Context: an optimization exercise on an open-source flow, tuned for small area, a short achievable clock period and few clock cycles per item. The choices shown serve that exercise and are no tape-out recipe.
The RTL was checked by simulation tests, not by an equivalence proof against the original design.

==> flow/design.v, too long to show whole: its modules and the start of the top module <==
// module himg_qmap: 1443 lines
module himg_qmap (
    input  wire        clk,
    input  wire        rst,         
    input  wire        in_valid,
    output wire        in_ready,
    input  wire [1:0]  in_op,
    input  wire [15:0] in_data,
    output wire        out_valid,
    input  wire        out_ready,
    output wire [15:0] out_data
);
  // ...
==> flow/run.sh <==
#!/bin/bash
# synth_recipe.tcl (not shown) runs the flow's synth.tcl, then flattens the netlist and writes it again
# the make line also repeats each setting of config.mk as NAME=value (left out here)
make -C /OpenROAD-flow-scripts/flow DESIGN_CONFIG=/design/flow/config.mk WORK_HOME=/design/flow/orfs CLKGATE_MAP_FILE= SYNTH_SCRIPT=/design/flow/synth_recipe.tcl finish
==> flow/config.mk <==
export PLATFORM = sky130hd
export DESIGN_NAME = himg_qmap
export DESIGN_NICKNAME = himg_qmap
export VERILOG_FILES = /design/flow/design.v
export SDC_FILE = /design/flow/constraint.sdc
export NUM_CORES = 4
export LEC_CHECK = 0
export CAP_MARGIN = 50
export CORE_MARGIN = 2
export CORE_UTILIZATION = 55
export PLACE_DENSITY = 0.65
export SLEW_MARGIN = 70
==> flow/constraint.sdc <==
create_clock -name core_clock -period 14.0 [get_ports {clk}]
set_input_delay 2.8000 -clock core_clock [delete_from_list [all_inputs] [get_ports {clk}]]
set_output_delay 2.8000 -clock core_clock [all_outputs]
set_load 0.01 [all_outputs]
==> run summary, run 1 <==
final worst slack=8.83 ns; drt first pass iters=6; bufs w/o clock=218; Arr. time, crit path=5.67 ns; most common cell in the netlist=edfxtp_1; met2 Usage GRT=40.6%; Layout Skew=0.0254 ns; Setup Buffers After CTS=0; GR Util met1=39.4%; placed cell count=6864; clock buffers=103; Critical Path Sink=p2_R[14]; largest family of logic cells by synthesized area=adder cells; full die area=104000 um2; clock latency on the worst-skew pair=0.66 ns; CP required=14.51 ns; slowest stage delay, CP=0.53 ns; Ant. Diodes=0; WL met1=65.3 mm; run status=complete, no violations; Boundary Pins=40; Synth Area in Simple Gates=12.5%; WHS Endpoint=p5_R[2]; fraction of synthesized area in multiplexers=3.37%; Yosys reg bits=725; commonest cells in the netlist=edfxtp_1, inv_1, ha_1; R2R Setup Slk=8.83 ns; RSZ-0062 raised after global routing=no
Testbench counts, summed over its fixed seeds: cycles 3,568, items 3,072.
==> run 2: changes to the inputs <==
--- a/flow/design.v
+++ b/flow/design.v
@@ -143,18 +143,16 @@
     reg  [15:0] p11_R;
     reg  [1:0] p11_k;
     reg  [0:0] p11_neg;
     reg  [10:0] p11_q;
     reg  [0:0] p11_v;
     wire [15:0] rnd_mo;
     wire [0:0] rnd_topo;
     reg  [6:0] dq_12;
-    reg  [10:0] t64_12, t128_12;
-    wire [19:0] dqk_12 = {p11_R[6:0], 12'd0} + {p11_R[6:0], 10'd0} + {p11_R[6:0], 7'd0} - {p11_R[6:0], 2'd0} - {13'd0, p11_R[6:0]};
     reg  [1:0] p12_k;
     reg  [15:0] p12_m;
     reg  [0:0] p12_neg;
     reg  [0:0] p12_top;
     reg  [0:0] p12_v;
     wire [16:0] s6_Do;
     wire [13:0] s6_Qo;
     wire [6:0] s6_io;
@@ -912,27 +910,22 @@
         if (rst) begin
             qmaxn <= 11'd2047;
             qmaxp <= 11'd2047;
         end else if (en & p11_v & (p11_k == 2'd2)) begin
             qmaxn <= p11_q;
             qmaxp <= p11_q - {10'd0, (p11_R == 16'd0)};
         end
     always @(posedge clk) if (en & p11_v & (p11_k == 2'd3)) dq_12 <= p11_R[6:0];
-    always @(posedge clk) if (en & p11_v & (p11_k == 2'd3)) begin
-        t64_12  <= 11'd64 + {2'd0, dqk_12[19:11]};
-        t128_12 <= 11'd128 + dqk_12[19:9];
-    end
     always @(posedge clk) if (en) p12_k <= p11_k;
     always @(posedge clk) if (en) p12_m <= rnd_mo;
     always @(posedge clk) if (en) p12_neg <= p11_neg;
     always @(posedge clk) if (en) p12_top <= rnd_topo;
     always @(posedge clk) if (rst) p12_v <= 1'b0; else if (en) p12_v <= p11_v;
     wire        s6_isd = (p12_k == 2'd1);
-    wire        s6_acc = (p12_m[10:0] > t64_12) & ~p12_k[0];
     wire [10:0] s6_am1 = p12_m[10:0];
     wire [6:0] s6_ak2 = dq_12 + 7'd25;
     wire s6_as3 = ~s6_am1[0] ^ ~s6_am1[1];
     wire s6_ac4 = ~s6_am1[0] & ~s6_am1[1];
     wire s6_as5 = ~s6_am1[1] ^ ~s6_am1[2];
     wire s6_ac6 = ~s6_am1[1] & ~s6_am1[2];
     wire s6_as7 = s6_ak2[0] ^ ~s6_am1[2] ^ ~s6_am1[3];
     wire s6_ac8 = (s6_ak2[0] & ~s6_am1[2]) | (s6_ak2[0] & ~s6_am1[3]) | (~s6_am1[2] & ~s6_am1[3]);
@@ -1019,19 +1012,71 @@
     wire s6_ac89 = (s6_as66 & 1'b1) | (s6_as66 & s6_ac65) | (1'b1 & s6_ac65);
     wire s6_as90 = s6_as68 ^ 1'b1 ^ s6_ac67;
     wire s6_ac91 = (s6_as68 & 1'b1) | (s6_as68 & s6_ac67) | (1'b1 & s6_ac67);
     wire s6_as92 = ~s6_am1[10] ^ s6_ac69;
     wire s6_ac93 = ~s6_am1[10] & s6_ac69;
     wire [15:0] s6_ax94 = {s6_ac93, s6_as92, s6_as90, s6_as88, s6_as86, s6_as84, s6_as82, s6_as80, s6_as78, s6_as76, s6_as74, s6_as72, s6_as70, ~s6_am1[2], ~s6_am1[1], ~s6_am1[0]};
     wire [15:0] s6_ay95 = {1'b0, s6_ac91, s6_ac89, s6_ac87, s6_ac85, s6_ac83, s6_ac81, s6_ac79, s6_ac77, s6_ac75, s6_ac73, s6_ac71, 1'b1, 1'b0, 1'b0, 1'b1};
     wire [15:0] s6_asum96 = s6_ax94 + s6_ay95;
+    wire s6_as97 = dq_12[2] ^ ~s6_am1[6];
+    wire s6_ac98 = dq_12[2] & ~s6_am1[6];
+    wire s6_as99 = ~s6_am1[0] ^ ~s6_am1[1];
+    wire s6_ac100 = ~s6_am1[0] & ~s6_am1[1];
+    wire s6_as101 = ~s6_am1[1] ^ ~s6_am1[2];
+    wire s6_ac102 = ~s6_am1[1] & ~s6_am1[2];
+    wire s6_as103 = ~s6_am1[2] ^ ~s6_am1[3];
+    wire s6_ac104 = ~s6_am1[2] & ~s6_am1[3];
+    wire s6_as105 = ~s6_am1[3] ^ ~s6_am1[4] ^ ~s6_am1[7];
+    wire s6_ac106 = (~s6_am1[3] & ~s6_am1[4]) | (~s6_am1[3] & ~s6_am1[7]) | (~s6_am1[4] & ~s6_am1[7]);
+    wire s6_as107 = dq_12[0] ^ ~s6_am1[4] ^ ~s6_am1[5];
+    wire s6_ac108 = (dq_12[0] & ~s6_am1[4]) | (dq_12[0] & ~s6_am1[5]) | (~s6_am1[4] & ~s6_am1[5]);
+    wire s6_as109 = dq_12[1] ^ ~s6_am1[5] ^ ~s6_am1[6];
+    wire s6_ac110 = (dq_12[1] & ~s6_am1[5]) | (dq_12[1] & ~s6_am1[6]) | (~s6_am1[5] & ~s6_am1[6]);
+    wire s6_as111 = s6_as97 ^ ~s6_am1[7] ^ ~s6_am1[10];
+    wire s6_ac112 = (s6_as97 & ~s6_am1[7]) | (s6_as97 & ~s6_am1[10]) | (~s6_am1[7] & ~s6_am1[10]);
+    wire s6_as113 = dq_12[3] ^ ~s6_am1[7] ^ ~s6_am1[8];
+    wire s6_ac114 = (dq_12[3] & ~s6_am1[7]) | (dq_12[3] & ~s6_am1[8]) | (~s6_am1[7] & ~s6_am1[8]);
+    wire s6_as115 = dq_12[4] ^ ~s6_am1[8];
+    wire s6_ac116 = dq_12[4] & ~s6_am1[8];
+    wire s6_as117 = dq_12[5] ^ ~s6_am1[9];
+    wire s6_ac118 = dq_12[5] & ~s6_am1[9];
+    wire s6_as119 = dq_12[6] ^ ~s6_am1[10];
+    wire s6_ac120 = dq_12[6] & ~s6_am1[10];
+    wire s6_as121 = ~s6_am1[0] ^ ~s6_am1[3];
+    wire s6_ac122 = ~s6_am1[0] & ~s6_am1[3];
+    wire s6_as123 = s6_as99 ^ ~s6_am1[4] ^ 1'b1;
+    wire s6_ac124 = (s6_as99 & ~s6_am1[4]) | (s6_as99 & 1'b1) | (~s6_am1[4] & 1'b1);
+    wire s6_as125 = s6_as101 ^ ~s6_am1[5] ^ s6_ac100;
+    wire s6_ac126 = (s6_as101 & ~s6_am1[5]) | (s6_as101 & s6_ac100) | (~s6_am1[5] & s6_ac100);
+    wire s6_as127 = s6_as103 ^ ~s6_am1[6] ^ s6_ac102;
+    wire s6_ac128 = (s6_as103 & ~s6_am1[6]) | (s6_as103 & s6_ac102) | (~s6_am1[6] & s6_ac102);
+    wire s6_as129 = s6_as105 ^ 1'b1 ^ s6_ac104;
+    wire s6_ac130 = (s6_as105 & 1'b1) | (s6_as105 & s6_ac104) | (1'b1 & s6_ac104);
+    wire s6_as131 = s6_as107 ^ ~s6_am1[8] ^ s6_ac106;
+    wire s6_ac132 = (s6_as107 & ~s6_am1[8]) | (s6_as107 & s6_ac106) | (~s6_am1[8] & s6_ac106);
+    wire s6_as133 = s6_as109 ^ ~s6_am1[9] ^ s6_ac108;
+    wire s6_ac134 = (s6_as109 & ~s6_am1[9]) | (s6_as109 & s6_ac108) | (~s6_am1[9] & s6_ac108);
+    wire s6_as135 = s6_as111 ^ 1'b1 ^ s6_ac110;
+    wire s6_ac136 = (s6_as111 & 1'b1) | (s6_as111 & s6_ac110) | (1'b1 & s6_ac110);
+    wire s6_as137 = s6_as113 ^ s6_ac98 ^ s6_ac112;
+    wire s6_ac138 = (s6_as113 & s6_ac98) | (s6_as113 & s6_ac112) | (s6_ac98 & s6_ac112);
+    wire s6_as139 = s6_as115 ^ ~s6_am1[9] ^ s6_ac114;
+    wire s6_ac140 = (s6_as115 & ~s6_am1[9]) | (s6_as115 & s6_ac114) | (~s6_am1[9] & s6_ac114);
+    wire s6_as141 = s6_as117 ^ ~s6_am1[10] ^ s6_ac116;
+    wire s6_ac142 = (s6_as117 & ~s6_am1[10]) | (s6_as117 & s6_ac116) | (~s6_am1[10] & s6_ac116);
+    wire s6_as143 = s6_as119 ^ 1'b1 ^ s6_ac118;
+    wire s6_ac144 = (s6_as119 & 1'b1) | (s6_as119 & s6_ac118) | (1'b1 & s6_ac118);
+    wire [16:0] s6_ax145 = {1'b1, s6_ac120, s6_as143, s6_as141, s6_as139, s6_as137, s6_as135, s6_as133, s6_as131, s6_as129, s6_as127, s6_as125, s6_as123, s6_as121, ~s6_am1[2], ~s6_am1[1], ~s6_am1[0]};
+    wire [16:0] s6_ay146 = {1'b0, s6_ac144, s6_ac142, s6_ac140, s6_ac138, s6_ac136, s6_ac134, s6_ac132, s6_ac130, s6_ac128, s6_ac126, s6_ac124, s6_ac122, 1'b1, 1'b0, 1'b0, 1'b1};
+    wire [16:0] s6_asum147 = s6_ax145 + s6_ay146;
+    wire        s6_acc = s6_asum49[15] & ~p12_k[0];
     wire [15:0] s6_S   = s6_acc ? s6_asum49 : s6_asum96;
     wire [15:0] s6_res = p12_neg ? (p12_top ? 16'h8000 : 16'd0 - p12_m) : (p12_top ? 16'h7fff : p12_m);
-    assign s6_topo = p12_m[10:0] > t128_12;
+    assign s6_topo = s6_asum147[16];
     assign s6_Do = s6_isd ? {1'b0, s6_res} : p12_k[0] ? {1'b0, p12_m} : {s6_S[15], s6_S};
     assign s6_Qo = s6_acc ? {7'd0, dq_12} : 14'd0;
     assign s6_io = {6'd0, s6_acc};
     always @(posedge clk) if (en & p12_v & (p12_k == 2'd3)) dq_13 <= p12_m[6:0];
     always @(posedge clk) if (en) p13_D <= s6_Do[15:0];
     always @(posedge clk) if (en) p13_Q <= s6_Qo[6:0];
     always @(posedge clk) if (en) p13_i <= s6_io[0:0];
     always @(posedge clk) if (en) p13_k <= p12_k;
==> flow/config.mk (replaced) <==
export PLATFORM = sky130hd
export DESIGN_NAME = himg_qmap
export DESIGN_NICKNAME = himg_qmap
export VERILOG_FILES = /design/flow/design.v
export SDC_FILE = /design/flow/constraint.sdc
export NUM_CORES = 4
export LEC_CHECK = 0
export CAP_MARGIN = 20
export CORE_MARGIN = 2
export CORE_UTILIZATION = 65
export PLACE_DENSITY = 0.75
export SLEW_MARGIN = 20
==> run 2 against run 1 <==
Effect of this change: still clean on timing, DRC and antenna; via count down 3.4%; maximum frequency down 18%; count of clock-buffer cells in the layout decreased by 6; largest cell class unchanged.
==> run summary, run 2 <==
die height=292 um (was 322 um); final setup violation count=0 (unchanged); Total Routing Usage GR=31.0% (was 26.5%); hold path start=p8_neg (was p4_R[2]); via count=39800 (was 41200); most common cell in the netlist=edfxtp_1 (unchanged); HP Class=reg -> reg (unchanged); drt first pass iters=7 (was 6); CTS Buf Count=80 (was 83); Slowest-stage cell, CP=nor2_1 (was fa_1); Worst Reg-to-Reg Cells=19 (was 20); R2R Path End=p2_R[14] (unchanged); CP required=14.37 ns (was 14.51 ns); cts hold-fix bufs=0 (unchanged); Max Slew Vio Count=0 (unchanged); hold path cells=0 (unchanged); routed len/inst=20.1 um (was 19.5 um); register area=20500 um2 (was 21000 um2); main area contributors after synthesis=edfxtp_1, ha_1, fa_1 (unchanged); Routed WL=131 mm (was 137 mm); CP Capture Type=flop (unchanged); WHS Endpoint=p9_neg (was p5_R[2]); most common cell after layout, fill and taps aside=edfxtp_1 (unchanged); share of flip-flops with an asynchronous set or reset=0% (unchanged); Post-synth EDFFs=630 (was 646); num rows=105 (was 116); Multi-input gate area=30300 um2 (was 31900 um2); Setup Buffers After CTS=0 (unchanged); CTS Sinks=709 (was 725); Layout Skew=0.0286 ns (was 0.0254 ns); RePlAce Congestion=0.948 (was 0.886); Primary FF master, synth=edfxtp_1 (unchanged); Max Fclk=0.159 GHz (was 0.194 GHz); total grt overflow=0 (unchanged); Relative slew margins=27.4%; Hold Vio Cnt, Final=0 (unchanged); drt first-iter violations=3503 (was 3352); Yosys reg bits=709 (was 725); Max Root-Sink Buffers=3 (unchanged); Top cell by count, worst path=a21oi_1; Tmin final=6.29 ns (was 5.17 ns); global-route wire length before repair=210 mm (was 217 mm); drt via density=6.11 (was 5.87); ordered cell list for the critical path=nor2_1 -> a21oi_1 -> nor2_1 -> a221oi_1 -> ha_1 -> inv_1 -> fa_1 -> inv_1 -> fa_1 -> ha_1 -> a21o_1 -> a21oi_1 -> nand2_1 -> nor3_1 -> nor3_1 -> a2111oi_0 -> a21oi_1 -> xnor2_1 -> o21ai_0 (was buf_2 -> xor2_1 -> and2_2 -> a221oi_1 -> ha_1 -> inv_1 -> fa_1 -> inv_1 -> fa_1 -> ha_1 -> a21oi_1 -> o22ai_1 -> nor2_1 -> a21oi_1 -> o2111ai_2 -> a311oi_1 -> o21a_1 -> o21a_1 -> or4_1 -> nand3_1); Layout fillers=6134 (was 8359); largest net degree at the start of global routing=122 (was 71); share of layout cells above drive strength 1=5.95% (was 9.98%); R2R Setup Slk=7.71 ns (was 8.83 ns); Ys Warns=1 (unchanged); Core Box Area=82000 um2 (was 100000 um2); Boundary Pins=40 (unchanged); clock latency on the worst-skew pair=0.65 ns (was 0.66 ns); initial antenna violation count=1 (was 3); RSZ-0062 raised after global routing=no (unchanged); Buffers on Ports=39 (unchanged); Worst-Margin Slew=1.09 ns; Post-DP HPWL=96.5 mm (was 103 mm); Die Span X=292 um (was 322 um); H-tree lvl count=3 (unchanged); most frequent cells in the layout=edfxtp_1, inv_1, ha_1 (unchanged); commonest cells in the netlist=edfxtp_1, inv_1, ha_1 (unchanged); run status=complete, no violations (unchanged); worst path bufs/invs=2 (was 3); max-cap violations=0 (unchanged); placed cell count=6369 (was 6864); sequential share of the synthesized area=38.1% (was 37.8%); CTS tree=built (unchanged); worst reg2reg path startpoint=dq_1[2] (unchanged); Post-CTS Resized=0 (unchanged); antenna-violating nets left=0 (unchanged); full die area=85100 um2 (was 104000 um2); Ant. Diodes=0 (unchanged); slowest stage delay, CP=0.96 ns (was 0.53 ns); synthesized area=53800 um2 (was 55500 um2); Arr. time, crit path=6.65 ns (was 5.67 ns); Nets=6134 (was 6462); Area growth, synth to finish=7.47% (was 10.8%); Clk pin slew, worst setup/hold paths=0.06 ns (was 0.07 ns); startpoint types=flop (unchanged); Fin Setup TNS=0 ns (unchanged); Syn Area/Cell=9.91 um2 (was 9.99 um2); Max Fanout on Critical Path=26 (was 13); # DRC=0 (unchanged); Netlist cell types=102 (was 105); Syn Nets=6181 (was 6357); Final period util=44.9% (was 36.9%); WS Path Type=reg -> reg (unchanged); root buf cell=clkbuf_16 (unchanged); vias in the first global route=38900 (was 39600); Yosys top cell by area=edfxtp_1 (unchanged); initial core utilization=65.6% (was 55.5%); Yosys top cell area share=35.2% (was 34.9%); Layout Cells excl Fill=6518 (was 7030); Top Family by Delay on Critical Path=compound AO/OA/AOI/OAI gates (was adder cells); Post-Syn Instances=5429 (was 5560)
==> run 2: cell types whose count changed in the layout (fill, tap and decap cells not counted), moves of 16 or more <==
| cell | before | now |
|---|---|---|
| buf_2 | 76 | 1 |
| ha_1 | 561 | 511 |
| nand2_1 | 432 | 477 |
| buf_4 | 73 | 40 |
| o21a_1 | 62 | 36 |
| o211ai_1 | 33 | 11 |
| xor2_1 | 101 | 123 |
| inv_1 | 628 | 607 |
| nor2_1 | 339 | 319 |
| nor3_1 | 85 | 102 |
| edfxtp_1 | 646 | 630 |
==> run 2: cell families after synthesis <==
kind of cell               synth area share [%]
muxes                                      3.11
xor gates and xnor gates                   5.35
DFF                                        38.1
other                                    0.0140
buffers and inverters                      5.78
AOI/OAI and AO/OA                          14.8
adders and majority gates                  20.0
and+or+nand+nor                            12.8
==> run 2: stage by stage <==
step | cell area (um2) | hold slack (ns) | util, % | setup slack, ns
after floorplan | 53800 | 0.400 | - | 1.06
after global placement | 55100 | 0.400 | 67.2 | 7.86
after detailed placement | 55100 | 0.405 | 67.2 | 7.81
after CTS | 57800 | 0.410 | 70.5 | 7.79
after global routing | 57800 | 0.413 | 70.6 | 7.16
final | 57800 | 0.415 | 70.6 | 7.71
==> run 2: layer usage <==
layer / routed length (um) / track usage (%) / share of wire, %
met1: 55300 / 41.2 / 42
met2: 63400 / 52.4 / 48
met3: 8110 / 4.09 / 6.2
met4: 4340 / 10.8 / 3.3
met5: 0 / 0 / 0
==> run 2: worst max-delay path by stage <==
stage / cells past startpoint / slack, ns / from / endpoint
after floorplan: 3 / 1.06 / o2_v / dq_14[0]
after global placement: 19 / 7.86 / dq_1[2] / p2_R[14]
after detailed placement: 19 / 7.81 / dq_1[2] / p2_R[14]
after CTS: 19 / 7.79 / dq_1[2] / p2_R[13]
after global routing: 19 / 7.16 / dq_1[2] / p2_R[14]
final: 19 / 7.71 / dq_1[2] / p2_R[14]
==> run 2: cell type report <==
type / count / area share (%)
inverters: 612 / 3.98
clock inverters: 51 / 1.06
flip-flops and latches: 709 / 35.4
multi-input cells: 3899 / 52.3
clock buffers: 97 / 3.66
repair buffers: 80 / 1.23
well taps: 1070 / 2.31
Testbench counts of run 2, summed over its fixed seeds: cycles 3,568, items 3,072.
==> run 3: changes to the inputs <==
--- a/flow/config.mk
+++ b/flow/config.mk
@@ -7,2 +7,3 @@
 export LEC_CHECK = 0
+export ABC_AREA = 1
 export CAP_MARGIN = 20
==> run 3 against run 2 <==
Effect of this change: synthesized cell count rose by 18%; sequential share of layout area fell by 0.78 points; critical path depth did not move; final cell count rose by 17%; utilization rose by 0.11 points; first-iteration DRC count rose by 11%; critical path type unchanged; worst hold slack got worse by 0.0062 ns.
==> run summary, run 3 <==
sequential share of the synthesized area=37.3% (was 38.1%); Tmin final=5.34 ns (was 6.29 ns); commonest cells in the netlist=nand2_1, inv_1, edfxtp_1 (was edfxtp_1, inv_1, ha_1); Yosys top cell area share=34.4% (was 35.2%); Boundary Pins=40 (unchanged); Netlist cell types=73 (was 102); worst path bufs/invs=2 (unchanged); most common cell after layout, fill and taps aside=nand2_1 (was edfxtp_1); Worst-Margin Slew=1.05 ns (was 1.09 ns); share of flip-flops with an asynchronous set or reset=0% (unchanged); synthesized area=54900 um2 (was 53800 um2); routed len/inst=18.2 um (was 20.1 um); Area growth, synth to finish=7.62% (was 7.47%); antenna-violating nets left=0 (unchanged); CTS Sinks=709 (unchanged); Yosys top cell by area=edfxtp_1 (unchanged); largest net degree at the start of global routing=176 (was 122); Max Fanout on Critical Path=21 (was 26); WL met1=59.0 mm (was 55.3 mm); cts hold-fix bufs=0 (unchanged); drt first pass iters=7 (unchanged); Total Routing Usage GR=32.2% (was 31.0%); Setup Buffers After CTS=0 (unchanged); max-cap violations=0 (unchanged); slowest stage delay, CP=1.02 ns (was 0.96 ns); Nets=7178 (was 6134); met3 routed WL=9.26 mm (was 8.11 mm); total grt overflow=0 (unchanged); DP Area=56400 um2 (was 55100 um2); most common cell in the netlist=nand2_1 (was edfxtp_1); CTS Buf Count=79 (was 80); Hold Vio Cnt, Final=0 (unchanged); drt first-iter violations=3897 (was 3503); Final period util=38.2% (was 44.9%); Max Root-Sink Buffers=3 (unchanged); # DRC=0 (unchanged); global-route wire length before repair=222 mm (was 210 mm); Die Span X=295 um (was 292 um); metal2 WL=64.9 mm (was 63.4 mm); Top Family by Delay on Critical Path=adder cells (was compound AO/OA/AOI/OAI gates); Fin Setup TNS=0 ns (unchanged); Ant. Diodes=0 (unchanged); most frequent cells in the layout=nand2_1, inv_1, edfxtp_1 (was edfxtp_1, inv_1, ha_1); HP Class=reg -> reg (unchanged); Post-DP HPWL=105 mm (was 96.5 mm); ordered cell list for the critical path=nor2_1 -> a21oi_2 -> o22ai_1 -> xor2_1 -> ha_1 -> inv_1 -> fa_1 -> inv_1 -> fa_1 -> ha_1 -> a21oi_1 -> o21ai_0 -> o21bai_1 -> nand2_1 -> nand2_1 -> o21ai_0 -> nand2_1 -> nand2_1 -> o21ai_0 (was nor2_1 -> a21oi_1 -> nor2_1 -> a221oi_1 -> ha_1 -> inv_1 -> fa_1 -> inv_1 -> fa_1 -> ha_1 -> a21o_1 -> a21oi_1 -> nand2_1 -> nor3_1 -> nor3_1 -> a2111oi_0 -> a21oi_1 -> xnor2_1 -> o21ai_0); clock latency on the worst-skew pair=0.64 ns (was 0.65 ns); Clk pin slew, worst setup/hold paths=0.06 ns (about the same); Post-CTS Resized=0 (unchanged); Core Box Area=83700 um2 (was 82000 um2); Primary FF master, synth=edfxtp_1 (unchanged); Syn Area/Cell=8.55 um2 (was 9.91 um2); initial antenna violation count=2 (was 1); root buf cell=clkbuf_16 (unchanged); initial core utilization=65.7% (was 65.6%); Max Fclk=0.187 GHz (was 0.159 GHz); Layout Skew=0.0313 ns (was 0.0286 ns); cell area after layout=59100 um2 (was 57800 um2); Relative slew margins=29.8% (was 27.4%); vias in the first global route=42200 (was 38900); final setup violation count=0 (unchanged); via count=43900 (was 39800); full die area=86900 um2 (was 85100 um2); Top cell by count, worst path=nand2_1 (was a21oi_1); Arr. time, crit path=5.72 ns (was 6.65 ns); run status=complete, no violations (unchanged); H-tree lvl count=3 (unchanged); Routed WL=138 mm (was 131 mm); CTS tree=built (unchanged); die height=295 um (was 292 um); CP required=14.37 ns (about the same); main area contributors after synthesis=edfxtp_1, ha_1, nand2_1 (was edfxtp_1, ha_1, fa_1); Post-synth EDFFs=630 (unchanged); num rows=106 (was 105); WS Path Type=reg -> reg (unchanged); RSZ-0062 raised after global routing=no (unchanged); RePlAce Congestion=0.959 (was 0.948); Buffers on Ports=39 (unchanged); startpoint types=flop (unchanged); Max Slew Vio Count=0 (unchanged); share of layout cells above drive strength 1=4.02% (was 5.95%); highest routing layer actually used=met4 (unchanged); CP Capture Type=flop (unchanged); drt via density=5.76 (was 6.11); Yosys reg bits=709 (unchanged); Ys Warns=1 (unchanged); Slowest-stage cell, CP=edfxtp_1 (was nor2_1); Syn Nets=7176 (was 6181); Post-Syn Instances=6424 (was 5429)
## run 3: cell count changes after synthesis, moves of 71 or more
cell	previous run	this run
nand2_1	477	1315
and2_1	147	6
mux2_2	83	0
xnor2_1	201	112
a21oi_1	295	403
inv_1	608	1078
nor2_1	319	408
xor2_1	123	208
mux2i_1	74	3
a21o_1	99	19
o21ai_0	333	473
nand3_1	93	240
## run 3: worst paths after layout
kind | to | slack [ns] | start | cells after the start
setup / recovery | p2_R[14] | 8.66 | dq_1[3] | 19
hold / removal | p11_q[10] | 0.41 | p10_q[9] | 0
setup reg to reg | p2_R[14] | 8.66 | dq_1[3] | 19
hold reg to reg | p11_q[10] | 0.41 | p10_q[9] | 0
## run 3: kinds of logic after synthesis
group | count (synthesis) | synth area share (%)
adders and majority gates | 730 | 19.6
muxes | 3 | 0.0547
AOI/OAI and AO/OA | 1217 | 12.4
other | 2 | 0.0137
xor gates and xnor gates | 321 | 5.13
DFF | 709 | 37.3
and+or+nand+nor | 2196 | 16.8
buffers and inverters | 1246 | 8.62
## run 3: final cells by class
class | instances | area, um2
tap | 1134 | 1420
clock inverter | 52 | 663
inverter | 1103 | 4150
clock buffer | 94 | 2100
fill | 6528 | 24600
multi-input combinational | 4469 | 29700
timing repair buffer | 64 | 591
sequential | 709 | 20500
## run 3: through the flow
step / hold WS [ns] / util [%] / worst slack (ns) / cells
final: 0.408 / 70.7 / 8.66 / 7625
after global routing: 0.411 / 70.7 / 8.18 / 7625
after CTS: 0.399 / 70.7 / 8.36 / 7625
after detailed placement: 0.405 / 67.4 / 8.37 / 7479
after global placement: 0.400 / 67.4 / 8.37 / 7479
after floorplan: 0.400 / - / 4.71 / 6424
## run 3: layer usage
layer  GRT usage (%)  vias to the layer above
met5               0                        -
met4            12.1                        0
met3            4.00                      302
met2            53.1                     1584
met1            43.7                    20600
li1                -                    21400
## run 3: worst register-to-register path: stages (launching register included)
cell and delay (ns):
edfxtp_1 1.02, nor2_1 0.14, a21oi_2 0.54, o22ai_1 0.17, xor2_1 0.18, ha_1 0.32
inv_1 0.05, fa_1 0.52, inv_1 0.05, fa_1 0.47, ha_1 0.40, a21oi_1 0.12
o21ai_0 0.36, o21bai_1 0.13, nand2_1 0.12, nand2_1 0.08, o21ai_0 0.20, nand2_1 0.07
nand2_1 0.06, o21ai_0 0.07

==> separate check: timing with driven ports <==
How much do the figures lean on ideal ports? The routed layouts below were timed once more, with nothing changed but the port constraints. Step 1, drivers: a clkbuf_16 drives clk and a buf_2 each remaining input, both assumed. Step 2 adds t to the input delays and takes it off the output delays; t is the mean of the earliest and latest rising clock arrival at the registers after step 1. Input paths then give back, and output paths get back, about the clock's delay inside the block. Slacks: ideal ports / drivers / drivers and shift; pairs: ideal ports / drivers.
run	t, ns	setup WS [ns]	latest minus earliest clock arrival (ns)	worst slew at a driven data input, ns	cell pins on the clock port's net
run 1	0.721	8.834 / 8.834 / 8.834	0.028 / 0.028	0.07	1
run 2	0.708	7.712 / 7.712 / 7.712	0.039 / 0.039	0.04	1
run 3	0.693	8.655 / 8.655 / 8.369	0.037 / 0.037	0.09	1
After both steps setup and hold are still met in every run listed. For run 3, which loses most, drivers alone change the setup slack by 0.000 ns; drivers and shift together by -0.286 ns.
